From an optimization exercise on the open Yosys and OpenROAD flow, aimed at small area and a short achievable clock period; shortcuts taken in it are not production practice. In this exercise RTL edits were held to simulation tests only and were not proved equivalent to the original. Power figures rest on the tool's default switching activity, not on a simulated workload.

--- flow/design.v ---
module qd256 (
    input  wire       clk,
    input  wire       rst,
    input  wire       cmd_valid,
    input  wire [2:0] cmd_op,
    input  wire [7:0] cmd_a,
    input  wire [7:0] cmd_b,
    output reg        res_valid,
    output reg  [7:0] res,
    output wire       err
);
    reg [7:0] acc;
    reg       acc_in_res;
    reg       err_q;
    wire [7:0] acc_v = acc_in_res ? res : acc;
    wire       use_acc = cmd_op[2];                  
    wire       inv     = ~(cmd_op[0] ^ cmd_op[2]);   
    wire       no_b    = cmd_op[1];                  
    wire [7:0] l    = use_acc ? acc_v : cmd_a;
    wire [7:0] r    = no_b ? 8'h00 : cmd_b;
    wire       jl   = l[7];
    wire       sub  = jl | inv;                      
    wire       cin  = jl;                            
    wire       nout = inv & ~jl;                     
    wire       flip = jl & (r[0] ^ (inv & l[0]));    
    wire [6:0] ro   = r[6:0] ^ {7{sub}};
    wire [7:0] s8   = {l[6:0], cin} + {ro, cin};
    wire [6:0] k    = s8[7:1] ^ {7{nout}} ^ {flip, 6'd0};
    wire [7:0] out  = {jl ^ r[7], k};
    wire       emits = cmd_op[2] ? ~cmd_op[1] : (cmd_op[1] ^ cmd_op[0]);
    wire       v_enc = cmd_valid & (cmd_op == 3'b100);
    wire       v_dec = cmd_valid & (cmd_op == 3'b101);
    wire       v_clr = cmd_valid & (cmd_op == 3'b011);
    always @(posedge clk) begin
        if (rst) begin
            acc        <= 8'h00;
            acc_in_res <= 1'b0;
            err_q      <= 1'b0;
            res_valid  <= 1'b0;
        end else begin
            res_valid  <= cmd_valid & emits;
            acc        <= v_clr ? 8'h00 : v_dec ? cmd_b : acc_v;
            acc_in_res <= v_enc;
            if (cmd_valid & cmd_op[2] & cmd_op[1])
                err_q <= 1'b1;
        end
    end
    always @(posedge clk)
        res <= out;
    assign err = err_q;
endmodule
--- flow/flow/run.sh ---
#!/bin/bash
# Own layout flow: the standard synthesis unchanged, then the logic
# between the registers re-mapped for area by OpenROAD's restructure (ABC),
# then the standard layout with plain buf_1 port buffers and an internal
# setup target for repair_timing (flow/knobs.txt); CTS adds no dummy load cells.
set -euo pipefail
cd "$(dirname "${BASH_SOURCE[0]}")/.."
KNOBS=$(cat flow/knobs.txt)
RES=$PWD/orfs/results/$FLOW_PLATFORM/qd256/base
bash standard.sh synth > make_synth.log 2>&1
mkdir -p rmp_work
LIB=$FLOW_HOME/platforms/$FLOW_PLATFORM/lib/sky130_fd_sc_hd__tt_025C_1v80.lib
python3 flow/libfilter.py "$LIB" rmp_work/rmp.lib 'sky130_fd_sc_hd__probe*' 'sky130_fd_sc_hd__lpflow_*'
RES=$RES LIB=$LIB RMP_LIB=$PWD/rmp_work/rmp.lib \
  openroad -no_init -exit flow/rmp.tcl > openroad_rmp.log 2>&1
# shellcheck disable=SC2086
bash standard.sh $KNOBS \
  "BUFFER_PORTS_ARGS=-buffer_cell sky130_fd_sc_hd__buf_1" \
  "CTS_ARGS=-sink_clustering_enable -repair_clock_nets -dont_use_dummy_load" \
  finish > make_finish.log 2>&1
--- flow/flow/knobs.txt ---
SETUP_SLACK_MARGIN=5.5 PLACE_DENSITY=0.7
--- flow/flow/libfilter.py ---
# Write a copy of a liberty file without the cells that match the given
# glob patterns (the platform's don't-use list), for restructure's ABC run.
import fnmatch, re, sys
src, dst = sys.argv[1], sys.argv[2]
pats = sys.argv[3:]
text = open(src).read()
out = []
i = 0
cell_re = re.compile(r'\n\s*cell\s*\(\s*"?([A-Za-z0-9_]+)"?\s*\)\s*\{')
while True:
    m = cell_re.search(text, i)
    if not m:
        out.append(text[i:])
        break
    name = m.group(1)
    # find the matching closing brace of this cell group
    depth = 0
    j = m.end() - 1
    while True:
        c = text[j]
        if c == '{':
            depth += 1
        elif c == '}':
            depth -= 1
            if depth == 0:
                break
        j += 1
    if any(fnmatch.fnmatchcase(name, p) for p in pats):
        out.append(text[i:m.start()])
    else:
        out.append(text[i:j + 1])
    i = j + 1
open(dst, 'w').write(''.join(out))
--- flow/flow/rmp.tcl ---
# Re-map the synthesized logic for area; registers and ports are untouched.
# ABC maps to a copy of the library without the platform's don't-use cells.
read_liberty $::env(LIB)
read_db $::env(RES)/1_synth.odb
read_sdc $::env(RES)/1_synth.sdc
report_design_area
restructure -target area -liberty_file $::env(RMP_LIB) \
  -tielo_port sky130_fd_sc_hd__conb_1/LO -tiehi_port sky130_fd_sc_hd__conb_1/HI \
  -work_dir rmp_work -abc_logfile rmp_work/abc.log
report_design_area
foreach inst [[ord::get_db_block] getInsts] {
  set m [[$inst getMaster] getName]
  if { [string match "*lpflow*" $m] || [string match "*probe*" $m] } {
    error "restructure used don't-use cell $m"
  }
}
write_db $::env(RES)/1_synth.odb
--- flow/standard.sh ---
#!/bin/bash
# synth_recipe.tcl (not shown) runs the flow's synth.tcl, then flattens the netlist and writes it again
# the make line also repeats each setting of config.mk as NAME=value (left out here)
make -C /OpenROAD-flow-scripts/flow DESIGN_CONFIG=/design/flow/config.mk WORK_HOME=/design/flow/orfs CLKGATE_MAP_FILE= SYNTH_SCRIPT=/design/flow/synth_recipe.tcl "${@:-finish}"
--- flow/config.mk ---
export PLATFORM = sky130hd
export DESIGN_NAME = qd256
export DESIGN_NICKNAME = qd256
export VERILOG_FILES = /design/flow/design.v
export SDC_FILE = /design/flow/constraint.sdc
export NUM_CORES = 4
export LEC_CHECK = 0
export ABC_AREA = 1
export CAP_MARGIN = 20
export CORE_AREA = 2 2 61 61
export DIE_AREA = 0 0 63 63
export SLEW_MARGIN = 20
--- flow/constraint.sdc ---
create_clock -name core_clock -period 10.0 [get_ports {clk}]
set_input_delay 2.0000 -clock core_clock [delete_from_list [all_inputs] [get_ports {clk}]]
set_output_delay 2.0000 -clock core_clock [all_outputs]
set_load 0.01 [all_outputs]
==> summary.txt, run 1 <==
- Cts bufs inserted: 3
- Global route total overflow: 0
- Number of buffers on the longest clock path: 2
- Worst rel slew slack: 45.68%
- Unrepaired setup endpoints after global routing: false
- Residual DRC count: 0
- CTS sink cnt: 19
- Category of the critical setup timing path: primary input to register
- Number of hold violations in the final report: 0
- Vertical extent of the die: 63 µm
- Accumulated negative setup slack: 0 ns
- Worst clock skew on the final layout: 0.01499 ns
- Final max-slew violation count: 0
- Max Clock Freq: 0.2385 GHz
- P_leak: 0.4396 nW
- Kind of capture point of the worst setup path: register
- Number of detailed-routing iterations run before antenna repair: 4
- Setup Fix Bufs, Post-CTS: 0
- Time the final worst path needs with I/O delays and setup: 4.193 ns
- Skew-Pair Late Insertion Delay: 0.30 ns
- Top fanout value on the critical path: 13
- Post-detailed-route wirelength per cell: 13.59 µm
- Horizontal die dimension: 63 µm
- I/O Buffers: 31
- Count of pins on the block boundary: 32
- Clock edge transition at the registers on the reported setup and hold paths: 0.12 ns
- Mean post-synth cell area: 8.026 µm²
- Filler cell count in the final layout: 374
- Worst Max-Slew Pin Slew: 0.8042 ns
- Post-detailed-route via-to-cell ratio: 5.231
- Post-synth design cell area: 1084 µm²
- Worst IR drop on VDD: 0.05863 mV
- Number of routed nets with antenna violations: 0
- Routed vias: 1130
- Post-synthesis cell count: 135
- Power consumption: 0.0001964 W
- Number of diodes: 0
- Maxcap violations: 0
- Initial standard-cell utilization of the core: 32.47%
- CP startpoint kind: primary input
- Final weighted congestion in routability-driven placement: 0.8475
- Number of warnings reported in the yosys synthesis log: 1
- Wire length of the first global-routing pass: 4754 µm
- Final setup violation count: 0
- Crit share post-route: 41.93%
- Final Routed Wirelength: 2935 µm
- Largest net degree at the start of global routing: 14
- Drt first-iter violations: 49
- H-tree depth reported by CTS: 1
- Number of rows created at floorplan: 21
- Min-delay worst type: register to register
- P per Cell Area: 151.5 nW/µm²
- Via count of the first global-routing pass: 1014
- Number of antenna violations at the first check in global routing: 0
- Proportion of layout cells with a drive suffix above 1: 4.118%
- Required time at the endpoint of the critical path: 10.18 ns
- CTS Root Cell: clkbuf_4
- DP Wirelength: 2222 µm
- Net count after synthesis: 157
- Number of nets in the layout: 194
- Status: timing/DRC/antenna clean
- Global-route usage over all layers: 15.03%
- Placeable core region: 3337 µm²
- Total Die Area: 3969 µm²
- Data arrival time of the worst path: 4.37 ns
- TritonCTS clock tree: yes
- Area growth from synthesis to final layout: 19.63%
==> worst paths after layout <==
| path | from | end | slack (ns) | depth (start not counted) |
|---|---|---|---|---|
| hold reg to reg | err_q | err_q | 0.49 | 2 |
| setup reg to reg | acc_in_res | res[6] | 6.80 | 14 |
| setup / recovery | cmd_op[2] | res[6] | 5.81 | 14 |
| hold / removal | err_q | err_q | 0.49 | 2 |
==> sequential cells by signal (all words and copies together) (netlist names) <==
name / cells
acc: 8
res_valid: 1
res: 8
acc_in_res: 1
err_q: 1
==> layout by cell type, fill, tap and decap left out, types with 2 or more instances in the layout <==
cell       instances
a21oi_1            7
a2bb2oi_1          3
a31oi_1            3
buf_1             30
clkbuf_4           3
clkinv_1          18
dfxtp_1           19
nand2_1            7
nor2_1            15
nor4_1             2
o21a_1             2
o21ai_0           10
o221a_1            7
o22a_1            12
o22ai_1           11
or2_0              2
xnor2_1            4
==> critical path, stage by stage <==
cell and delay, ns:
buf_2 0.24, clkinv_2 0.25, o22ai_2 0.29, nand2_1 0.15, clkinv_1 0.14, a21oi_1 0.05, a31oi_1 0.27, nor2_1 0.11
a21oi_1 0.20, clkinv_1 0.13, nor2_1 0.15, a222oi_1 0.08, a21boi_0 0.16, o2bb2ai_1 0.14
==> final cells by class <==
| class | instances | area [µm²] | area share (%) |
|---|---|---|---|
| clock buffers | 3 | 22.52 | 1.737 |
| inverters | 19 | 72.57 | 5.598 |
| repair buffers | 32 | 125.1 | 9.653 |
| flip-flops and latches | 19 | 380.4 | 29.34 |
| well taps | 46 | 57.56 | 4.440 |
| multi-input cells | 97 | 638.1 | 49.23 |
==> routing by layer <==
layer,track usage [%],up-vias,wire [µm]
li1,-,593,-
met5,0,-,0
met4,5.000,0,34
met2,23.27,40,1284
met3,3.063,4,205
met1,20.68,493,1410
==> power by group <==
group	total (W)	leakage (nW)	internal, W	switching [W]
registers	0.0000922	0.157	0.0000866	0.00000560
clock network	0.0000382	0.0138	0.0000140	0.0000242
logic	0.0000659	0.269	0.0000269	0.0000390
total	0.000196	0.440	0.000128	0.0000688
==> stage by stage <==
| step | setup WS (ns) | cells | hold slack, ns | util [%] | cell area, µm² |
|---|---|---|---|---|---|
| 3_5_place_dp | 4.995 | 213 | 0.4669 | 37.91 | 1265 |
| 2_1_floorplan | 6.023 | 135 | 0.5050 | - | 1084 |
| 6_report | 5.807 | 216 | 0.4921 | 38.85 | 1296 |
| 3_3_place_gp | 5.072 | 213 | 0.4618 | 37.91 | 1265 |
| 5_1_grt | 5.572 | 216 | 0.5658 | 38.85 | 1296 |
| 4_1_cts | 5.781 | 216 | 0.4947 | 38.66 | 1290 |
==> timing repair <==
action,CTS,global route
hold buffers,0,0
endpoints found under the hold margin,0,0
setup endpoints to repair,3,1
gates resized for setup,2,1
==> inputs of run 2 (changes only) <==
==> flow/flow/knobs.txt (replaced) <==
SETUP_SLACK_MARGIN=6.6 PLACE_DENSITY=0.7
==> summary.txt, run 2 <==
- Post-detailed-route wirelength per cell: 15.48 µm (+14%)
- Routed vias: 1302 (+15%)
- Post-synth design cell area: 1084 µm² (unchanged)
- Largest net degree at the start of global routing: 13 (-1)
- Depth of the most critical reg-to-reg path: 12 (-2)
- Placeable core region: 3337 µm² (unchanged)
- Final Routed Wirelength: 3684 µm (+26%)
- CTS sink cnt: 19 (unchanged)
- Final weighted congestion in routability-driven placement: 0.9303 (+9.8%)
- Final setup violation count: 0 (unchanged)
- Top fanout value on the critical path: 6 (-7)
- Accumulated negative setup slack: 0 ns (unchanged)
- Worst clock skew on the final layout: 0.003475 ns (-0.01151 ns)
- Via count of the first global-routing pass: 1149 (+13%)
- Worst rel slew slack: 39.38% (-6.3 points)
- CP startpoint kind: primary input
- Number of antenna violations at the first check in global routing: 0 (unchanged)
- Number of hold violations in the final report: 0 (unchanged)
- Start of the worst register-to-register path: acc_in_res
- Most common cell after layout, fill and taps aside: buf_1
- Wire length of the first global-routing pass: 5423 µm (+14%)
- Max Clock Freq: 0.2829 GHz (+19%)
- Drt first-iter violations: 88 (+80%)
- Setup slack of the most critical reg-to-reg path: 7.09 ns (+0.29 ns)
- Number of detailed-routing iterations run before antenna repair: 4 (unchanged)
- Worst Max-Slew Pin Slew: 0.8974 ns (+0.09321 ns)
- Number of diodes: 0 (unchanged)
- Final max-slew violation count: 0 (unchanged)
- Maxcap violations: 0 (unchanged)
- P per Cell Area: 133.2 nW/µm² (-12%)
- Area growth from synthesis to final layout: 62.47%
- Post-synthesis cell count: 135 (unchanged)
- Area of the multi-input gates: 829.5 µm² (+30%)
- Worst Hold End: err_q
- Worst hold margin: 0.4926 ns (+0.0005620 ns)
- Unrepaired setup endpoints after global routing: true
- Number of nets in the layout: 216 (+11%)
- H-tree depth reported by CTS: 1 (unchanged)
- Number of buffers on the longest clock path: 2 (unchanged)
- Worst IR drop on VDD: 0.04642 mV (-21%)
- Worst r2r dst: res[5]
- Crit share post-route: 35.34% (-6.6 points)
- Post-detailed-route via-to-cell ratio: 5.471 (+4.6%)
- Number of warnings reported in the yosys synthesis log: 1 (unchanged)
- Worst Hold Path Cells: 2 (unchanged)
- Horizontal die dimension: 63 µm (unchanged)
- I/O Buffers: 31 (unchanged)
- Beginning of the worst hold path: err_q
- DP Wirelength: 2311 µm (+4.0%)
- Most used cells in the layout excluding fill and tap cells: 28 x buf_1, 20 x buf_4, 19 x dfxtp_1
- Skew-Pair Late Insertion Delay: 0.29 ns (about the same)
- CTS Root Cell: clkbuf_4
- Filler cell count in the final layout: 294 (-21%)
- Initial standard-cell utilization of the core: 32.47% (unchanged)
- CTS Hold Buffers Added: 0 (unchanged)
- Required time at the endpoint of the critical path: 10.18 ns (about the same)
- Status: timing/DRC/antenna clean
- Number of rows created at floorplan: 21 (unchanged)
- Kind of capture point of the worst setup path: register
- Residual DRC count: 0 (unchanged)
- Net count after synthesis: 157 (unchanged)
- Count of pins on the block boundary: 32 (unchanged)
- Clock edge transition at the registers on the reported setup and hold paths: 0.10 ns (-0.02 ns)
- Global-route usage over all layers: 17.34% (+2.3 points)
- Total Die Area: 3969 µm² (unchanged)
- Min-delay worst type: register to register
- Biggest registers after layout: acc (8), res (8)
- Mean post-synth cell area: 8.026 µm² (unchanged)
- Vertical extent of the die: 63 µm (unchanged)
- Data arrival time of the worst path: 3.72 ns (-0.65 ns)
- P_leak: 0.6454 nW (+47%)
- Proportion of layout cells with a drive suffix above 1: 33.33% (+29 points)
- Number of routed nets with antenna violations: 0 (unchanged)
- Category of the critical setup timing path: primary input to register
- Global route total overflow: 0 (unchanged)
- TritonCTS clock tree: yes
- Time the final worst path needs with I/O delays and setup: 3.534 ns (-0.6585 ns)
- Cts bufs inserted: 3 (unchanged)
- Register cell area after layout: 380.4 µm² (unchanged)
-- run 2: cell type report --
type | count | share of cell area [%]
multi-input cells | 97 | 47.12
flip-flops and latches | 19 | 21.61
repair buffers | 54 | 19.76
inverters | 19 | 6.965
well taps | 46 | 3.269
clock buffers | 3 | 1.279
-- run 2: worst max-delay path by stage --
stage                    from      to  slack, ns
floorplan           cmd_op[2]  res[6]       6.44
CTS                 cmd_op[2]  res[5]       6.55
global placement    cmd_op[2]  res[6]       5.31
detailed placement  cmd_op[2]  res[6]       5.27
finish              cmd_op[2]  res[5]       6.47
global route        cmd_op[2]  res[5]       6.41
-- run 2: where the power goes --
group          total (W)  leakage [nW]  internal (W)  switching, W
sequential     0.0000922         0.157     0.0000866    0.00000557
combinational   0.000106         0.474     0.0000495     0.0000561
clock          0.0000367        0.0138     0.0000140     0.0000227
total           0.000235         0.645      0.000150     0.0000844
-- run 2: worst max-delay path: stages --
cell and delay, ns:
buf_16 0.12, clkinv_16 0.06, o22ai_4 0.17, nand2_4 0.11, nand2_1 0.13, o21ai_0 0.11
nor2_1 0.19, clkinv_1 0.12, nand2_1 0.20, o21a_1 0.23, o22ai_2 0.12, xnor2_2 0.16
-- run 2: routing by layer --
metal | track usage, % | share of wire, % | vias up
li1 | - | - | 634
met1 | 22.03 | 43 | 621
met2 | 28.32 | 52 | 47
met3 | 2.162 | 5.3 | 0
met4 | 9.444 | 0 | 0
met5 | 0 | 0 | -
-- run 2: stage by stage --
stage | total power [W] | cells | instance area, µm² | setup WS [ns] | utilization [%]
2_1_floorplan | 0.0001438 | 135 | 1184 | 6.443 | -
3_3_place_gp | 0.0001657 | 213 | 1365 | 5.315 | 40.91
3_5_place_dp | 0.0001658 | 213 | 1365 | 5.265 | 40.91
4_1_cts | 0.0002170 | 229 | 1593 | 6.555 | 47.73
5_1_grt | 0.0002490 | 238 | 1760 | 6.413 | 52.76
6_report | 0.0002345 | 238 | 1760 | 6.466 | 52.76
-- run 2: what timing repair did --
action | in CTS | in global routing
endpoints found under the setup margin | 15 | 6
gates resized for setup | 33 | 21
pin swaps | 11 | 10
setup buffers | 13 | 9
==> inputs of run 3 (changes only) <==
==> flow/flow/knobs.txt (replaced) <==
SETUP_SLACK_MARGIN=6.3 PLACE_DENSITY=0.8
==> summary.txt, run 3 <==
- Crit share post-route: 36.83% (+1.5 points)
- Final weighted congestion in routability-driven placement: 0.8887 (-4.5%)
- P per Cell Area: 142.7 nW/µm² (+7.1%)
- Worst rel slew slack: 49.00% (+9.6 points)
- Kind of capture point of the worst setup path: register
- Net count after synthesis: 157 (unchanged)
- Max Clock Freq: 0.2715 GHz (-4.0%)
- Number of diodes: 0 (unchanged)
- Top fanout value on the critical path: 5 (-1)
- Largest stage delay on the critical path: 0.28 ns (+0.05 ns)
- TritonCTS clock tree: yes
- Final setup violation count: 0 (unchanged)
- Final max-slew violation count: 0 (unchanged)
- Initial standard-cell utilization of the core: 32.47% (unchanged)
- Number of routed nets with antenna violations: 0 (unchanged)
- Final Routed Wirelength: 3203 µm (-13%)
- Post-detailed-route wirelength per cell: 14.49 µm (-6.4%)
- Routed vias: 1218 (-6.5%)
- CTS sink cnt: 19 (unchanged)
- P_leak: 0.4971 nW (-23%)
- Most used cells in the layout excluding fill and tap cells: 28 x buf_1, 19 x dfxtp_1, 14 x clkinv_1
- Total Die Area: 3969 µm² (unchanged)
- Via count of the first global-routing pass: 1088 (-5.3%)
- Global-route usage over all layers: 15.73% (-1.6 points)
- Clock edge transition at the registers on the reported setup and hold paths: 0.11 ns (about the same)
- Status: timing/DRC/antenna clean
- Accumulated negative setup slack: 0 ns (unchanged)
- H-tree depth reported by CTS: 1 (unchanged)
- Mean post-synth cell area: 8.026 µm² (unchanged)
- Worst Max-Slew Pin Slew: 0.7551 ns (-0.1423 ns)
- Drt first-iter violations: 78 (-11%)
- Largest net degree at the start of global routing: 14 (+1)
- Number of antenna violations at the first check in global routing: 0 (unchanged)
- Depth of the most critical reg-to-reg path: 12 (unchanged)
- Min-delay worst type: register to register
- Residual DRC count: 0 (unchanged)
- DP Wirelength: 2297 µm (-0.62%)
- Data arrival time of the worst path: 3.87 ns (+0.15 ns)
- CTS Root Cell: clkbuf_4
- Most common cell after layout, fill and taps aside: buf_1
- Cell Chain, Critical Path: clkbuf_4 > inv_4 > o22ai_4 > nand2_4 > a31oi_1 > nor2_1 > a21oi_1 > clkinv_1 > nor2_2 > a222oi_1 > a21boi_2 > o2bb2ai_1
- Worst Slack Setup Final: 6.317 ns (-0.1483 ns)
- I/O Buffers: 31 (unchanged)
- Time the final worst path needs with I/O delays and setup: 3.683 ns (+0.1483 ns)
- Maxcap violations: 0 (unchanged)
- Vertical extent of the die: 63 µm (unchanged)
- Worst IR drop on VDD: 0.05350 mV (+15%)
- Horizontal die dimension: 63 µm (unchanged)
- Unrepaired setup endpoints after global routing: true
- Count of pins on the block boundary: 32 (unchanged)
- Category of the critical setup timing path: primary input to register
- Placeable core region: 3337 µm² (unchanged)
- Number of detailed-routing iterations run before antenna repair: 4 (unchanged)
- Number of hold violations in the final report: 0 (unchanged)
- Number of nets in the layout: 199 (-7.9%)
- Required time at the endpoint of the critical path: 10.19 ns (about the same)
- Post-detailed-route via-to-cell ratio: 5.511 (+0.74%)
- Worst Hold Path Cells: 2 (unchanged)
- Slowest stage cell, crit path: a31oi_1
- Cts bufs inserted: 3 (unchanged)
- Power consumption: 0.0002074 W (-12%)
- Wire length of the first global-routing pass: 4988 µm (-8.0%)
- Worst Setup Slack post-DPL: 5.252 ns (-0.01339 ns)
- Area growth from synthesis to final layout: 34.18%
- Global route total overflow: 0 (unchanged)
- Proportion of layout cells with a drive suffix above 1: 16.57% (-17 points)
- Number of buffers on the longest clock path: 2 (unchanged)
- Post-synthesis cell count: 135 (unchanged)
- Worst clock skew on the final layout: 0.006502 ns (+0.003027 ns)
- Final design utilization: 43.57% (-9.2 points)
- Biggest registers after layout: acc (8), res (8)
- CP startpoint kind: primary input
- Post-synth design cell area: 1084 µm² (unchanged)
- Number of rows created at floorplan: 21 (unchanged)
- Skew-Pair Late Insertion Delay: 0.29 ns (about the same)
- Number of warnings reported in the yosys synthesis log: 1 (unchanged)
run 3: changes by cell type in the layout (fill, tap and decap cells not counted), sizes merged:
cell    change
clkbuf      +2
buf        -19
run 3: path summary, 6_finish.rpt:
path | from | end | slack, ns
max | cmd_op[0] | res[6] | 6.32
min | err_q | err_q | 0.49
max reg2reg | acc_in_res | res[6] | 6.89
min reg2reg | err_q | err_q | 0.49
run 3: final cells by class:
class                      instances  area [µm²]
clock buffer                       3       22.52
fill                             332        1883
inverter                          19       93.84
multi-input combinational         97       714.4
sequential                        19       380.4
tap                               46       57.56
timing repair buffer              37       185.2
run 3: timing repair:
action,4_1_cts,5_1_grt
pin swaps,0,7
gates resized for setup,12,20
buffers inserted,1,5
endpoints found under the setup margin,14,11
hold buffers,0,0
run 3: power breakdown:
part           leakage (nW)  switching (W)  internal (W)  total (W)
clock network        0.0138      0.0000227     0.0000140  0.0000367
registers             0.157     0.00000564     0.0000866  0.0000922
logic                 0.326      0.0000451     0.0000335  0.0000785
total                 0.497      0.0000734      0.000134   0.000207
run 3: through the flow:
stage	hold slack [ns]	cells	cell area (µm²)
final	0.4867	221	1454
after CTS	0.4899	216	1355
after floorplan	0.5050	135	1110
after global placement	0.4598	212	1284
after global routing	0.5667	221	1454
after detailed placement	0.4656	212	1284
run 3: critical path, delay by kind of cell:
kind,cells,cell delay (ns)
AO/OA/AOI/OAI,6,1.13
buffers and inverters,3,0.40
AND/OR/NAND/NOR,3,0.32
run 3: per-layer routing:
layer	track usage, %	vias up	wire length [µm]
met3	2.883	4	197
met1	21.08	564	1433
li1	-	601	-
met2	24.60	49	1549
met4	6.667	0	22
met5	0	-	0
==> inputs of run 4 (changes only) <==
==> flow/flow/knobs.txt (replaced) <==
SETUP_SLACK_MARGIN=6.15 PLACE_DENSITY=0.7
==> summary.txt, run 4 <==
- Worst clock skew on the final layout: 0.02444 ns (+0.01794 ns)
- Status: timing/DRC/antenna clean
- Mean post-synth cell area: 8.026 µm² (unchanged)
- Data arrival time of the worst path: 3.91 ns (+0.04 ns)
- I/O Buffers: 31 (unchanged)
- Wire length of the first global-routing pass: 4650 µm (-6.8%)
- Skew-Pair Late Insertion Delay: 0.30 ns (about the same)
- Category of the critical setup timing path: primary input to register
- Crit share post-route: 37.39% (+0.56 points)
- Post-detailed-route wirelength per cell: 14.06 µm (-3.0%)
- Top Usage Layer GRT: met2
- CTS Root Cell: clkbuf_4
- Post-synthesis cell count: 135 (unchanged)
- Horizontal die dimension: 63 µm (unchanged)
- Number of nets in the layout: 195 (-2.0%)
- Final max-slew violation count: 0 (unchanged)
- DP Wirelength: 2248 µm (-2.1%)
- Most common cell after layout, fill and taps aside: buf_1
- Clock edge transition at the registers on the reported setup and hold paths: 0.12 ns (about the same)
- Post-synth design cell area: 1084 µm² (unchanged)
- Time the final worst path needs with I/O delays and setup: 3.739 ns (+0.05615 ns)
- Gate family responsible for the most delay along the worst path: compound AO/OA/AOI/OAI gates
- Filler cell count in the final layout: 353 (+6.3%)
- Worst Setup Slack post-DPL: 5.197 ns (-0.05507 ns)
- GR Util met1: 19.14% (-1.9 points)
- GR met3 Demand/Resource: 1.802% (-1.1 points)
- Unrepaired setup endpoints after global routing: true
- Cell Area, Placed: 1272 µm² (-0.88%)
- Worst Max-Slew Pin Slew: 0.8364 ns (+0.08125 ns)
- Final setup violation count: 0 (unchanged)
- Global route total overflow: 0 (unchanged)
- TritonCTS clock tree: yes
- Number of buffers on the longest clock path: 2 (unchanged)
- Switching fraction of total power: 35.51% (+0.13 points)
- Biggest registers after layout: acc (8), res (8)
- Min-delay worst type: register to register
- Total Die Area: 3969 µm² (unchanged)
- Largest net degree at the start of global routing: 14 (unchanged)
- Placeable core region: 3337 µm² (unchanged)
- Accumulated negative setup slack: 0 ns (unchanged)
- Routed vias: 1150 (-5.6%)
- Worst hold margin: 0.4794 ns (-0.007259 ns)
- Cts bufs inserted: 3 (unchanged)
- Part of the total power dissipated in sequential elements: 45.6% (+1.1 points)
- Number of detailed-routing iterations run before antenna repair: 4 (unchanged)
- Internal Dissipation: 0.0001311 W (-2.2%)
- Buf/Inv on CP: 4 (+1)
- Number of antenna violations at the first check in global routing: 0 (unchanged)
- Setup slack of the most critical reg-to-reg path: 6.98 ns (+0.09 ns)
- Clk pwr share: 18.2% (+0.5 points)
- Top fanout value on the critical path: 13 (+8)
- Power consumption: 0.0002032 W (-2.0%)
- Kind of capture point of the worst setup path: register
- Most used cells in the layout excluding fill and tap cells: 28 x buf_1, 19 x dfxtp_1, 14 x clkinv_1, 14 x nor2_1, 12 x o22a_1
- Number of hold violations in the final report: 0 (unchanged)
- Required time at the endpoint of the critical path: 10.17 ns (-0.02 ns)
- CTS sink cnt: 19 (unchanged)
- Worst rel slew slack: 43.51% (-5.5 points)
- Proportion of layout cells with a drive suffix above 1: 14.04% (-2.5 points)
- Residual DRC count: 0 (unchanged)
- Net switching component of the power: 0.00007216 W (-1.7%)
- Vertical extent of the die: 63 µm (unchanged)
- Number of rows created at floorplan: 21 (unchanged)
- Count of pins on the block boundary: 32 (unchanged)
- Worst Slack Setup Final: 6.261 ns (-0.05615 ns)
- Area growth from synthesis to final layout: 28.64%
- Via count of the first global-routing pass: 1030 (-5.3%)
- P_leak: 0.4686 nW (-5.7%)
- Final Routed Wirelength: 3050 µm (-4.8%)
- Post-detailed-route via-to-cell ratio: 5.300 (-3.8%)
- M2 GR Usage: 25.00% (+0.40 points)
- Number of diodes: 0 (unchanged)
- Final weighted congestion in routability-driven placement: 0.8498 (-4.4%)
- Slowest stage cell, crit path: a31oi_2
- Maxcap violations: 0 (unchanged)
- H-tree depth reported by CTS: 1 (unchanged)
- Max Clock Freq: 0.2675 GHz (-1.5%)
- Global-route usage over all layers: 14.77% (-0.96 points)
- Net count after synthesis: 157 (unchanged)
- Worst IR drop on VDD: 0.06175 mV (+15%)
- Comb power frac: 36.2% (-1.7 points)
- Largest stage delay on the critical path: 0.25 ns (-0.03 ns)
- Drt first-iter violations: 46 (-41%)
- Number of warnings reported in the yosys synthesis log: 1 (unchanged)
- CP startpoint kind: primary input
- P per Cell Area: 145.8 nW/µm² (+2.2%)
- Final Cell Area: 1394 µm² (-4.1%)
- Initial standard-cell utilization of the core: 32.47% (unchanged)
- Number of routed nets with antenna violations: 0 (unchanged)
- Cell Chain, Critical Path: buf_6 > clkinv_8 > o22ai_4 > nand2_4 > clkinvlp_4 > a21oi_1 > a31oi_2 > nor2_1 > a21oi_2 > inv_2 > nor2_2 > a222oi_1 > a21boi_2 > o2bb2ai_1
## run 4: metrics by stage
| stage | util, % | cells |
|---|---|---|
| 6_report | 41.77 | 217 |
| 5_1_grt | 41.77 | 217 |
| 4_1_cts | 40.27 | 217 |
| 3_5_place_dp | 38.13 | 213 |
| 3_3_place_gp | 38.13 | 213 |
| 2_1_floorplan | - | 135 |
## run 4: path summary, 6_finish.rpt
path | end | startpoint | depth (start not counted)
max | res[6] | cmd_op[2] | 14
min | err_q | err_q | 2
min reg2reg | err_q | err_q | 2
max reg2reg | res[6] | acc_in_res | 14
## run 4: power groups by stage
| stage | clock network [W] | logic (W) | registers, W |
|---|---|---|---|
| finish | 0.0000370 | 0.0000736 | 0.0000926 |
| global route | 0.0000431 | 0.0000810 | 0.0000937 |
| CTS | 0.0000386 | 0.0000683 | 0.0000930 |
| detailed placement | 0 | 0.0000653 | 0.0000947 |
| global placement | 0 | 0.0000649 | 0.0000949 |
| floorplan | 0 | 0.0000411 | 0.0000975 |
## run 4: timing repair
item | CTS | global route
cloned | 0 | 0
pin swaps | 0 | 1
endpoints found under the setup margin | 6 | 3
gates resized for setup | 10 | 15
buffers inserted | 1 | 0
hold buffers | 0 | 0
## run 4: tightest hold or removal path: stages (launching register included)
cell     delay (ns)
dfxtp_1        0.34
a31oi_1        0.04
nor2_1         0.07
## run 4: routing by layer
| layer | part of all wire, % | vias to the layer above |
|---|---|---|
| met5 | 0 | - |
| met4 | 1.4 | 0 |
| met3 | 7.7 | 4 |
| met2 | 48 | 45 |
| met1 | 43 | 507 |
| li1 | - | 594 |
## run 4: final cells by class
cell class,count,area (µm²),area share (%)
clock buffers,3,22.52,1.616
multi-input cells,97,700.7,50.27
well taps,46,57.56,4.129
flip-flops and latches,19,380.4,27.29
repair buffers,33,141.4,10.14
inverters,19,91.34,6.553
==> inputs of run 5 (changes only) <==
==> flow/flow/knobs.txt (replaced) <==
SETUP_SLACK_MARGIN=6.6 PLACE_DENSITY=0.7 SETUP_MOVE_SEQUENCE=unbuffer,sizeup,swap
==> summary.txt, run 5 <==
- Post-synthesis cell count: 135 (unchanged)
- Most common cell after layout, fill and taps aside: buf_1
- Depth of the most critical reg-to-reg path: 13 (-1)
- H-tree depth reported by CTS: 1 (unchanged)
- Global route total overflow: 0 (unchanged)
- Worst Max-Slew Pin Slew: 0.8067 ns (-0.02967 ns)
- Post-placement cell count: 213 (unchanged)
- Largest net degree at the start of global routing: 14 (unchanged)
- Worst Hold End: err_q
- CP startpoint kind: primary input
- Number of hold violations in the final report: 0 (unchanged)
- Residual DRC count: 0 (unchanged)
- Power consumption: 0.0002102 W (+3.5%)
- CTS Root Cell: clkbuf_4
- Final weighted congestion in routability-driven placement: 0.9303 (+9.5%)
- Number of diodes: 0 (unchanged)
- Number of routed nets with antenna violations: 0 (unchanged)
- Start of the worst register-to-register path: acc_in_res
- Routed vias: 1144 (-0.52%)
- Number of rows created at floorplan: 21 (unchanged)
- Worst Hold Path Cells: 2 (unchanged)
- Placeable core region: 3337 µm² (unchanged)
- Vertical extent of the die: 63 µm (unchanged)
- Global-route usage over all layers: 15.98% (+1.2 points)
- Post-detailed-route wirelength per cell: 14.36 µm (+2.2%)
- Number of nets in the layout: 194 (-0.51%)
- Number of antenna violations at the first check in global routing: 0 (unchanged)
- Wire length of the first global-routing pass: 5016 µm (+7.9%)
- Skew-Pair Late Insertion Delay: 0.29 ns (about the same)
- Drt first-iter violations: 53 (+15%)
- Number of buffers on the longest clock path: 2 (unchanged)
- Net count after synthesis: 157 (unchanged)
- CTS sink cnt: 19 (unchanged)
- Worst rel slew slack: 45.51% (+2.0 points)
- Worst clock skew on the final layout: 0.004884 ns (-0.01955 ns)
- Crit share post-route: 35.63% (-1.8 points)
- Total Die Area: 3969 µm² (unchanged)
- Biggest registers after layout: acc (8), res (8)
- Via count of the first global-routing pass: 1080 (+4.9%)
- Final design utilization: 45.22% (+3.4 points)
- P per Cell Area: 139.3 nW/µm² (-4.4%)
- Proportion of layout cells with a drive suffix above 1: 19.41% (+5.4 points)
- Required time at the endpoint of the critical path: 10.21 ns (+0.04 ns)
- Count of pins on the block boundary: 32 (unchanged)
- Setup Fix Bufs, Post-CTS: 0 (-1)
- Clock edge transition at the registers on the reported setup and hold paths: 0.10 ns (-0.02 ns)
- Max Clock Freq: 0.2807 GHz (+4.9%)
- Final Routed Wirelength: 3102 µm (+1.7%)
- Accumulated negative setup slack: 0 ns (unchanged)
- Min-delay worst type: register to register
- Final max-slew violation count: 0 (unchanged)
- Filler cell count in the final layout: 340 (-3.7%)
- Unrepaired setup endpoints after global routing: true
- Setup slack of the most critical reg-to-reg path: 7.10 ns (+0.12 ns)
- Cts bufs inserted: 3 (unchanged)
- P_leak: 0.4983 nW (+6.3%)
- Worst r2r dst: res[5]
- Initial standard-cell utilization of the core: 32.47% (unchanged)
- Status: timing/DRC/antenna clean
- Number of warnings reported in the yosys synthesis log: 1 (unchanged)
- Post-detailed-route via-to-cell ratio: 5.296 (about the same)
- Number of detailed-routing iterations run before antenna repair: 4 (unchanged)
- DP Wirelength: 2311 µm (+2.8%)
- Maxcap violations: 0 (unchanged)
- TritonCTS clock tree: yes
- I/O Buffers: 31 (unchanged)
- Most used cells in the layout excluding fill and tap cells: 28 x buf_1, 19 x dfxtp_1, 14 x clkinv_1
- Final setup violation count: 0 (unchanged)
- Kind of capture point of the worst setup path: register
- Mean post-synth cell area: 8.026 µm² (unchanged)
- Horizontal die dimension: 63 µm (unchanged)
- Number of standard cells in the layout, taps in and fillers out: 216 (-0.46%)
- Category of the critical setup timing path: primary input to register
- Worst hold margin: 0.4917 ns (+0.01224 ns)
- Time the final worst path needs with I/O delays and setup: 3.563 ns (-0.1759 ns)
- Area growth from synthesis to final layout: 39.26%
- Data arrival time of the worst path: 3.77 ns (-0.14 ns)
- Top fanout value on the critical path: 13 (unchanged)
- Beginning of the worst hold path: err_q
- Worst IR drop on VDD: 0.04175 mV (-32%)
- Post-synth design cell area: 1084 µm² (unchanged)
run 5: changes by cell type in the layout (fill, tap and decap cells not counted), sizes merged:
cell,previous run,this run
buf,33,32
inv,2,0
clkinv,15,19
clkinvlp,2,0
run 5: power by group:
group	internal (W)	switching [W]
clock network	0.0000140	0.0000223
logic	0.0000343	0.0000476
registers	0.0000866	0.00000547
total	0.000135	0.0000753
run 5: layout make-up:
cell class / count / area (µm²) / share of cell area (%)
inverter: 19 / 113.9 / 7.546
timing repair buffer: 32 / 155.1 / 10.28
clock buffer: 3 / 22.52 / 1.493
sequential: 19 / 380.4 / 25.21
tap: 46 / 57.56 / 3.814
multi-input combinational: 97 / 779.5 / 51.66
run 5: timing repair:
action                                  in CTS  in global routing
endpoints found under the setup margin      15                  6
hold buffers                                 0                  0
pin swaps                                    6                  7
resized for setup                           24                 13
run 5: how the worst max path moves through the flow:
stage	depth (start not counted)	startpoint	endpoint	slack [ns]
2_1_floorplan	13	cmd_op[2]	res[6]	6.44
3_3_place_gp	14	cmd_op[2]	res[6]	5.31
3_5_place_dp	12	cmd_op[2]	res[6]	5.27
4_1_cts	14	cmd_op[2]	res[6]	6.43
5_1_grt	13	cmd_op[2]	res[5]	6.31
6_report	13	cmd_op[2]	res[5]	6.44
run 5: per-stage QoR:
stage,cell area [µm²],worst slack (ns)
after floorplan,1184,6.443
after global placement,1365,5.315
after detailed placement,1365,5.265
after CTS,1450,6.427
after global routing,1509,6.312
final,1509,6.437
run 5: layer usage:
layer | track usage, % | wire length [µm] | up-vias
met3 | 1.802 | 129 | 2
met2 | 26.46 | 1534 | 22
met1 | 20.26 | 1410 | 522
met4 | 8.333 | 27 | 0
met5 | 0 | 0 | -
li1 | - | - | 598
run 5: critical path: stages:
cell	delay, ns
buf_16	0.14
clkinv_16	0.08
o22ai_4	0.23
nand2_4	0.12
clkinv_4	0.09
o21ai_1	0.06
o21ai_1	0.11
and2_4	0.19
nor2_4	0.05
o31ai_4	0.19
o21a_1	0.19
o22ai_1	0.09
xnor2_1	0.22
==> inputs of run 6 (changes only) <==
==> flow/flow/knobs.txt (replaced) <==
SETUP_SLACK_MARGIN=6.0 PLACE_DENSITY=0.7
==> summary.txt, run 6 <==
- Status: timing/DRC/antenna clean
- Number of warnings reported in the yosys synthesis log: 1 (unchanged)
- Worst rel slew slack: 46.82% (+1.3 points)
- Final setup violation count: 0 (unchanged)
- Cts bufs inserted: 3 (unchanged)
- Vertical extent of the die: 63 µm (unchanged)
- Number of antenna violations at the first check in global routing: 0 (unchanged)
- Kind of capture point of the worst setup path: register
- Crit share post-route: 38.30% (+2.7 points)
- Power consumption: 0.0001995 W (-5.1%)
- Top fanout value on the critical path: 6 (-7)
- Depth of the most critical reg-to-reg path: 14 (+1)
- Placeable core region: 3337 µm² (unchanged)
- Proportion of layout cells with a drive suffix above 1: 8.824% (-11 points)
- Final max-slew violation count: 0 (unchanged)
- TritonCTS clock tree: yes
- Max Clock Freq: 0.2611 GHz (-7.0%)
- Worst Hold End: err_q
- Number of buffers on the longest clock path: 2 (unchanged)
- Post-synth design cell area: 1084 µm² (unchanged)
- Number of hold violations in the final report: 0 (unchanged)
- Count of pins on the block boundary: 32 (unchanged)
- Skew-Pair Late Insertion Delay: 0.30 ns (about the same)
- Final weighted congestion in routability-driven placement: 0.8475 (-8.9%)
- Most common cell after layout, fill and taps aside: buf_1
- Global route total overflow: 0 (unchanged)
- Most used cells in the layout excluding fill and tap cells: 28 x buf_1, 19 x dfxtp_1, 17 x clkinv_1
- Horizontal die dimension: 63 µm (unchanged)
- Global-route usage over all layers: 15.18% (-0.80 points)
- Min-delay worst type: register to register
- Clock edge transition at the registers on the reported setup and hold paths: 0.12 ns (+0.02 ns)
- Post-detailed-route wirelength per cell: 13.98 µm (-2.6%)
- P per Cell Area: 148.9 nW/µm² (+6.9%)
- Post-synthesis cell count: 135 (unchanged)
- CTS Root Cell: clkbuf_4
- CTS sink cnt: 19 (unchanged)
- Setup slack of the most critical reg-to-reg path: 6.89 ns (-0.21 ns)
- Required time at the endpoint of the critical path: 10.18 ns (-0.03 ns)
- Mean post-synth cell area: 8.026 µm² (unchanged)
- Category of the critical setup timing path: primary input to register
- Wire length of the first global-routing pass: 4816 µm (-4.0%)
- CP startpoint kind: primary input
- Biggest registers after layout: acc (8), res (8)
- I/O Buffers: 31 (unchanged)
- Number of detailed-routing iterations run before antenna repair: 4 (unchanged)
- Final Routed Wirelength: 3020 µm (-2.6%)
- Largest net degree at the start of global routing: 14 (unchanged)
- Post-detailed-route via-to-cell ratio: 5.333 (+0.70%)
- Initial standard-cell utilization of the core: 32.47% (unchanged)
- Filler cell count in the final layout: 369 (+8.5%)
- Number of routed nets with antenna violations: 0 (unchanged)
- Net count after synthesis: 157 (unchanged)
- DP Wirelength: 2222 µm (-3.9%)
- Time the final worst path needs with I/O delays and setup: 3.830 ns (+0.2674 ns)
- Number of diodes: 0 (unchanged)
- Data arrival time of the worst path: 4.01 ns (+0.24 ns)
- Maxcap violations: 0 (unchanged)
- Number of nets in the layout: 194 (unchanged)
- Start of the worst register-to-register path: acc_in_res
- Worst clock skew on the final layout: 0.01806 ns (+0.01318 ns)
- Worst r2r dst: res[6]
- Beginning of the worst hold path: err_q
- Worst Max-Slew Pin Slew: 0.7873 ns (-0.01935 ns)
- H-tree depth reported by CTS: 1 (unchanged)
- Number of rows created at floorplan: 21 (unchanged)
- Via count of the first global-routing pass: 1024 (-5.2%)
- Worst IR drop on VDD: 0.05811 mV (+39%)
- P_leak: 0.4561 nW (-8.5%)
- Unrepaired setup endpoints after global routing: false
- Drt first-iter violations: 50 (-5.7%)
- Area growth from synthesis to final layout: 23.67%
- Accumulated negative setup slack: 0 ns (unchanged)
- CTS Hold Buffers Added: 0 (unchanged)
- Routed vias: 1152 (+0.70%)
- Total Die Area: 3969 µm² (unchanged)
- Residual DRC count: 0 (unchanged)
- Worst Hold Path Cells: 2 (unchanged)
## run 6: layout make-up
type	count	area, µm²	area share (%)
inverter	19	78.83	5.882
multi-input combinational	97	670.6	50.05
tap	46	57.56	4.295
clock buffer	3	22.52	1.681
timing repair buffer	32	130.1	9.711
sequential	19	380.4	28.38
## run 6: worst max path at each step
stage / start / to / slack [ns]
after floorplan: cmd_op[2] / res[6] / 6.02
after global placement: cmd_op[2] / res[6] / 5.07
after detailed placement: cmd_op[2] / res[6] / 5.00
after CTS: cmd_op[0] / res[6] / 6.08
after global routing: cmd_op[2] / res[6] / 5.93
final: cmd_op[0] / res[6] / 6.17
## run 6: layer usage
layer	vias up	share of wire (%)	global-route usage, %
met5	-	0	0
li1	599	-	-
met4	0	0.50	4.444
met3	2	7.9	3.063
met2	45	45	23.67
met1	506	46	21.01
## run 6: power by group
part	internal, W	switching [W]
combinational	0.0000283	0.0000409
clock	0.0000140	0.0000242
sequential	0.0000866	0.00000558
total	0.000129	0.0000706
## run 6: what timing repair did
item	4_1_cts	5_1_grt
setup buffers	0	0
setup endpoints to repair	6	3
gates resized for setup	7	8
## run 6: through the flow
stage / utilization [%] / setup WS (ns) / cells / instance area [µm²] / hold WS, ns
global route: 40.16 / 5.926 / 216 / 1340 / 0.5658
global placement: 37.91 / 5.072 / 213 / 1265 / 0.4618
detailed placement: 37.91 / 4.995 / 213 / 1265 / 0.4669
finish: 40.16 / 6.170 / 216 / 1340 / 0.4911
CTS: 39.26 / 6.084 / 216 / 1310 / 0.4947
floorplan: - / 6.023 / 135 / 1084 / 0.5050
## run 6: critical path, stage by stage
cell and delay (ns):
clkbuf_2 0.13, clkinv_1 0.13, o22ai_2 0.25, nand2_2 0.13
inv_2 0.12, a21oi_1 0.06, a31oi_2 0.25, nor2_1 0.12
a21oi_2 0.17, clkinv_1 0.12, nor2_1 0.14, a222oi_1 0.08
a21boi_0 0.16, o2bb2ai_1 0.14
==> inputs of run 7 (changes only) <==
==> flow/flow/knobs.txt (replaced) <==
SETUP_SLACK_MARGIN=6.3 PLACE_DENSITY=0.7
==> summary.txt, run 7 <==
- Status: timing/DRC/antenna clean
- Number of diodes: 0 (unchanged)
- Beginning of the worst hold path: err_q
- Mean post-synth cell area: 8.026 µm² (unchanged)
- Min-delay worst type: register to register
- Initial standard-cell utilization of the core: 32.47% (unchanged)
- Worst hold margin: 0.4869 ns (-0.004206 ns)
- Highest routed layer: met4
- Via count of the first global-routing pass: 1034 (+0.98%)
- Total Die Area: 3969 µm² (unchanged)
- Category of the critical setup timing path: primary input to register
- Number of nets in the layout: 196 (+1.0%)
- TritonCTS clock tree: yes
- Number of rows created at floorplan: 21 (unchanged)
- Number of hold violations in the final report: 0 (unchanged)
- Worst Hold End: err_q
- Worst IR drop on VDD: 0.05646 mV (-2.8%)
- Drt first-iter violations: 82 (+64%)
- Max Clock Freq: 0.2759 GHz (+5.7%)
- Clock edge transition at the registers on the reported setup and hold paths: 0.11 ns (about the same)
- Final Routed Wirelength: 3001 µm (-0.63%)
- Residual DRC count: 0 (unchanged)
- Depth of the most critical reg-to-reg path: 13 (-1)
- DRT met1 WL: 1466 µm (+4.8%)
- CTS sink cnt: 19 (unchanged)
- Horizontal die dimension: 63 µm (unchanged)
- Final setup violation count: 0 (unchanged)
- Power consumption: 0.0002050 W (+2.7%)
- Area growth from synthesis to final layout: 30.49%
- Accumulated negative setup slack: 0 ns (unchanged)
- Start of the worst register-to-register path: acc_in_res
- Most used cells in the layout excluding fill and tap cells: 28 x buf_1, 19 x dfxtp_1, 14 x clkinv_1, 14 x nor2_1, 12 x o22a_1
- Sum of met3 wire segment lengths after detailed routing: 170 µm (-29%)
- CTS Root Cell: clkbuf_4
- Routed vias: 1160 (+0.69%)
- Worst clock skew on the final layout: 0.001770 ns (-0.01629 ns)
- P_leak: 0.4815 nW (+5.6%)
- Post-synthesis cell count: 135 (unchanged)
- Placeable core region: 3337 µm² (unchanged)
- Proportion of layout cells with a drive suffix above 1: 14.53% (+5.7 points)
- I/O Buffers: 31 (unchanged)
- Number of routed nets with antenna violations: 0 (unchanged)
- Met2 wire length: 1336 µm (-2.1%)
- Worst rel slew slack: 49.08% (+2.3 points)
- Worst Max-Slew Pin Slew: 0.7539 ns (-0.03347 ns)
- Biggest registers after layout: acc (8), res (8)
- Vertical extent of the die: 63 µm (unchanged)
- DP Wirelength: 2207 µm (-0.69%)
- Final max-slew violation count: 0 (unchanged)
- Count of pins on the block boundary: 32 (unchanged)
- Final Cell Area: 1414 µm² (+5.5%)
- Global-route usage over all layers: 15.39% (+0.21 points)
- Top fanout value on the critical path: 13 (+7)
- Time the final worst path needs with I/O delays and setup: 3.624 ns (-0.2059 ns)
- CP startpoint kind: primary input
- Number of detailed-routing iterations run before antenna repair: 4 (unchanged)
- P per Cell Area: 145.0 nW/µm² (-2.6%)
- Largest net degree at the start of global routing: 14 (unchanged)
- Worst r2r dst: res[5]
- Setup slack of the most critical reg-to-reg path: 7.03 ns (+0.14 ns)
- Worst Hold Path Cells: 2 (unchanged)
- Number of antenna violations at the first check in global routing: 0 (unchanged)
- H-tree depth reported by CTS: 1 (unchanged)
- Global route total overflow: 0 (unchanged)
- Skew-Pair Late Insertion Delay: 0.29 ns (about the same)
- Cell Area, Placed: 1284 µm² (+1.5%)
- Post-detailed-route wirelength per cell: 13.77 µm (-1.5%)
- CTS Hold Buffers Added: 0 (unchanged)
- Number of warnings reported in the yosys synthesis log: 1 (unchanged)
- Number of buffers on the longest clock path: 2 (unchanged)
- Post-detailed-route via-to-cell ratio: 5.321 (-0.23%)
- Crit share post-route: 36.24% (-2.1 points)
- Most common cell after layout, fill and taps aside: buf_1
- Cts bufs inserted: 3 (unchanged)
- Wire length of the first global-routing pass: 4809 µm (-0.15%)
- Maxcap violations: 0 (unchanged)
- Post-synth design cell area: 1084 µm² (unchanged)
- Kind of capture point of the worst setup path: register
- Final weighted congestion in routability-driven placement: 0.8214 (-3.1%)
- Net count after synthesis: 157 (unchanged)
- Required time at the endpoint of the critical path: 10.20 ns (+0.02 ns)
- Data arrival time of the worst path: 3.82 ns (-0.19 ns)
- Unrepaired setup endpoints after global routing: false
run 7: cell count changes in the layout (fill, tap and decap cells not counted), sizes merged:
cell      change
inv           +1
clkinv        -2
clkinvlp      +1
buf           +2
run 7: layout make-up:
| class | count | area [µm²] |
|---|---|---|
| multi-input cells | 97 | 708.2 |
| fillers | 360 | 1923 |
| well taps | 46 | 57.56 |
| flip-flops and latches | 19 | 380.4 |
| repair buffers | 34 | 155.1 |
| inverters | 19 | 90.09 |
| clock buffers | 3 | 22.52 |
run 7: worst max path at each step:
stage,slack [ns],to,start
6_report,6.38,res[5],cmd_op[2]
5_1_grt,6.29,res[6],cmd_op[2]
4_1_cts,6.29,res[6],cmd_op[2]
3_5_place_dp,5.25,res[6],cmd_op[2]
3_3_place_gp,5.37,res[6],cmd_op[2]
2_1_floorplan,6.23,res[6],cmd_op[2]
run 7: through the flow:
step | setup WS [ns] | std cells | util [%]
2_1_floorplan | 6.226 | 135 | -
6_report | 6.376 | 218 | 42.37
5_1_grt | 6.286 | 218 | 42.37
4_1_cts | 6.294 | 216 | 40.23
3_3_place_gp | 5.372 | 212 | 38.47
3_5_place_dp | 5.249 | 212 | 38.47
run 7: critical path, cell delays in order:
cell,delay [ns]
buf_8,0.15
clkinv_8,0.11
o22ai_4,0.19
nand2_2,0.12
inv_2,0.10
o21ai_0,0.08
o21ai_0,0.10
and2_1,0.17
nor2_1,0.07
o31ai_2,0.29
o21a_1,0.21
o22ai_1,0.10
xnor2_1,0.13
run 7: what timing repair did:
item                       4_1_cts  5_1_grt
setup endpoints to repair       14       12
pin swaps                        1        4
gates resized for setup          9       17
buffers inserted                 1        2
run 7: where the power goes:
part           internal [W]  switching, W
clock network     0.0000140     0.0000237
logic             0.0000313     0.0000430
registers         0.0000866    0.00000639
run 7: metal layers:
metal,vias up,track usage [%]
li1,600,-
met5,-,0
met2,35,23.54
met3,2,3.423
met1,523,21.63
met4,0,4.167
==> inputs of run 8 (changes only) <==
==> flow/flow/knobs.txt (replaced) <==
SETUP_SLACK_MARGIN=6.3 PLACE_DENSITY=0.7 SETUP_MOVE_SEQUENCE=unbuffer,sizeup,swap
==> summary.txt, run 8 <==
- CTS Hold Buffers Added: 0 (unchanged)
- Most used cells in the layout excluding fill and tap cells: 28 x buf_1, 19 x dfxtp_1, 14 x clkinv_1, 14 x nor2_1, 12 x o22a_1
- P_leak: 0.4770 nW (-0.93%)
- TritonCTS clock tree: yes
- Placeable core region: 3337 µm² (unchanged)
- Initial standard-cell utilization of the core: 32.47% (unchanged)
- Final max-slew violation count: 0 (unchanged)
- Kind of capture point of the worst setup path: register
- Number of buffers on the longest clock path: 2 (unchanged)
- Residual DRC count: 0 (unchanged)
- Accumulated negative setup slack: 0 ns (unchanged)
- Status: timing/DRC/antenna clean
- Sum of met3 wire segment lengths after detailed routing: 234 µm (+38%)
- Highest routed layer: met4
- Final weighted congestion in routability-driven placement: 0.8214 (unchanged)
- Net count after synthesis: 157 (unchanged)
- Post-detailed-route wirelength per cell: 13.76 µm (about the same)
- Max Clock Freq: 0.2775 GHz (+0.58%)
- Proportion of layout cells with a drive suffix above 1: 14.20% (-0.33 points)
- Data arrival time of the worst path: 3.80 ns (-0.02 ns)
- Wire length of the first global-routing pass: 4836 µm (+0.56%)
- CTS Root Cell: clkbuf_4
- Count of pins on the block boundary: 32 (unchanged)
- Met2 wire length: 1286 µm (-3.7%)
- Number of nets in the layout: 193 (-1.5%)
- Post-placement cell count: 212 (unchanged)
- Skew-Pair Late Insertion Delay: 0.29 ns (about the same)
- Routed vias: 1165 (+0.43%)
- DP Wirelength: 2207 µm (unchanged)
- Total Die Area: 3969 µm² (unchanged)
- Number of warnings reported in the yosys synthesis log: 1 (unchanged)
- Unrepaired setup endpoints after global routing: false
- Number of antenna violations at the first check in global routing: 0 (unchanged)
- H-tree depth reported by CTS: 1 (unchanged)
- CTS sink cnt: 19 (unchanged)
- Number of standard cells in the layout, taps in and fillers out: 215 (-1.4%)
- Cell Chain, Critical Path: clkbuf_4 > inv_4 > o22ai_4 > nand2_2 > inv_2 > o21ai_0 > o21ai_1 > and2_1 > nor2_1 > o31ai_2 > o21a_1 > o22ai_1 > xnor2_1
- Worst Setup Slack post-DPL: 5.249 ns (unchanged)
- Required time at the endpoint of the critical path: 10.19 ns (about the same)
- Drt first-iter violations: 68 (-17%)
- Horizontal die dimension: 63 µm (unchanged)
- Global-route usage over all layers: 15.46% (+0.076 points)
- Number of routed nets with antenna violations: 0 (unchanged)
- Vertical extent of the die: 63 µm (unchanged)
- Final Routed Wirelength: 2958 µm (-1.4%)
- Number of detailed-routing iterations run before antenna repair: 4 (unchanged)
- Post-detailed-route via-to-cell ratio: 5.419 (+1.8%)
- Worst hold margin: 0.5091 ns (+0.02225 ns)
- Slowest stage cell, crit path: o31ai_2
- Cts bufs inserted: 3 (unchanged)
- Setup Fix Bufs, Post-CTS: 0 (-1)
- Depth of the most critical reg-to-reg path: 13 (unchanged)
- Clock edge transition at the registers on the reported setup and hold paths: 0.11 ns (about the same)
- Time the final worst path needs with I/O delays and setup: 3.604 ns (-0.02087 ns)
- Worst rel slew slack: 49.72% (+0.63 points)
- Post-synth design cell area: 1084 µm² (unchanged)
- CP startpoint kind: primary input
- Crit share post-route: 36.04% (-0.21 points)
- Maxcap violations: 0 (unchanged)
- Most common cell after layout, fill and taps aside: buf_1
- Min-delay worst type: register to register
- Buf/Inv on CP: 3 (unchanged)
- Via count of the first global-routing pass: 1047 (+1.3%)
- Worst Hold Path Cells: 2 (unchanged)
- Worst Max-Slew Pin Slew: 0.7445 ns (-0.009399 ns)
- Final setup violation count: 0 (unchanged)
- Area growth from synthesis to final layout: 30.72%
- I/O Buffers: 31 (unchanged)
- Worst IR drop on VDD: 0.05598 mV (-0.85%)
- Filler cell count in the final layout: 358 (-0.56%)
- Mean post-synth cell area: 8.026 µm² (unchanged)
- Biggest registers after layout: acc (8), res (8)
- Largest net degree at the start of global routing: 14 (unchanged)
- Worst clock skew on the final layout: 0.003160 ns (+0.001390 ns)
- Gate family responsible for the most delay along the worst path: compound AO/OA/AOI/OAI gates
- Worst Slack Setup Final: 6.396 ns (+0.02087 ns)
- Top fanout value on the critical path: 6 (-7)
- Number of diodes: 0 (unchanged)
- Post-synthesis cell count: 135 (unchanged)
- Number of hold violations in the final report: 0 (unchanged)
- DRT met1 WL: 1379 µm (-5.9%)
- Category of the critical setup timing path: primary input to register
- Global route total overflow: 0 (unchanged)
- Largest stage delay on the critical path: 0.29 ns (about the same)
- Number of rows created at floorplan: 21 (unchanged)
- P per Cell Area: 144.2 nW/µm² (-0.53%)
- Cell count along the critical path: 13 (unchanged)
==> run 8: layout make-up <==
type,instances,area [µm²],share of cell area [%]
clock buffers,3,22.52,1.590
inverters,19,90.09,6.360
multi-input cells,97,721.9,50.97
flip-flops and latches,19,380.4,26.86
well taps,46,57.56,4.064
repair buffers,31,143.9,10.16
==> run 8: per-stage QoR <==
step	power [W]	util, %	instance area, µm²
after detailed placement	0.0001612	38.47	1284
after global routing	0.0002206	42.44	1416
final	0.0002043	42.44	1416
after global placement	0.0001605	38.47	1284
after CTS	0.0002008	40.38	1348
after floorplan	0.0001398	-	1110
==> run 8: per-layer routing <==
metal	vias to the layer above	track usage [%]
met3	4	3.964
met2	47	23.01
met4	0	5.833
li1	595	-
met5	-	0
met1	519	21.30
==> run 8: worst reg2reg max path: cells and delay by family, from the launching register on <==
kind	cells	cell delay, ns
AO/OA/AOI/OAI	7	1.39
flip-flops	1	0.55
buffers and inverters	2	0.49
AND/OR/NAND/NOR	3	0.34
XOR/XNOR	1	0.13
==> run 8: what timing repair did <==
item,4_1_cts,5_1_grt
resized for setup,12,23
pin swaps,0,5
setup endpoints to repair,14,13
endpoints found under the hold margin,0,0
==> run 8: power breakdown <==
group	switching (W)	internal [W]	total (W)
Sequential	0.00000629	0.0000866	0.0000929
Clock	0.0000233	0.0000140	0.0000373
Combinational	0.0000431	0.0000310	0.0000741
==> run 8: worst paths after layout <==
check	start	endpoint	slack (ns)
worst max-delay path	cmd_op[0]	res[5]	6.40
worst min register to register	err_q	err_q	0.51
worst max register to register	acc_in_res	res[5]	7.02
worst min-delay path	err_q	err_q	0.51

## static timing again, ports no longer ideal
Ports are ideal in the flow. The routed layouts listed here were re-timed in OpenROAD. Step 1 sets driving cells, clkbuf_16 on the clock port and buf_2 on the other inputs (assumed; they add their load-dependent delay and slew). Step 2 times the ports against the registers' clock, not the clock port: input delays grow and output delays shrink by t, the midpoint of the rising clock arrivals with the driver on. a / b / c = no drivers / after step 1 / after step 2; a / b = the first two.
| run | shift t [ns] | setup WS [ns] | hold WS [ns] | cell pins on the clock port's net |
|---|---|---|---|---|
| run 1 | 0.312 | 5.807 / 5.810 / 5.497 | 0.492 / 0.492 / 0.492 | 1 |
| run 2 | 0.312 | 6.466 / 6.399 / 6.087 | 0.493 / 0.493 / 0.493 | 1 |
| run 3 | 0.306 | 6.317 / 6.300 / 5.994 | 0.487 / 0.487 / 0.487 | 1 |
| run 4 | 0.311 | 6.261 / 6.245 / 5.934 | 0.479 / 0.479 / 0.479 | 1 |
| run 5 | 0.309 | 6.437 / 6.369 / 6.060 | 0.492 / 0.492 / 0.492 | 1 |
| run 6 | 0.312 | 6.170 / 6.170 / 5.858 | 0.491 / 0.491 / 0.491 | 1 |
| run 7 | 0.316 | 6.376 / 6.349 / 6.033 | 0.487 / 0.487 / 0.487 | 1 |
| run 8 | 0.314 | 6.396 / 6.383 / 6.069 | 0.509 / 0.509 / 0.509 | 1 |
After both steps every run listed still meets setup and hold. The setup slack of run 2, which loses most, moves by -0.067 ns with the drivers and by -0.379 ns with both steps.
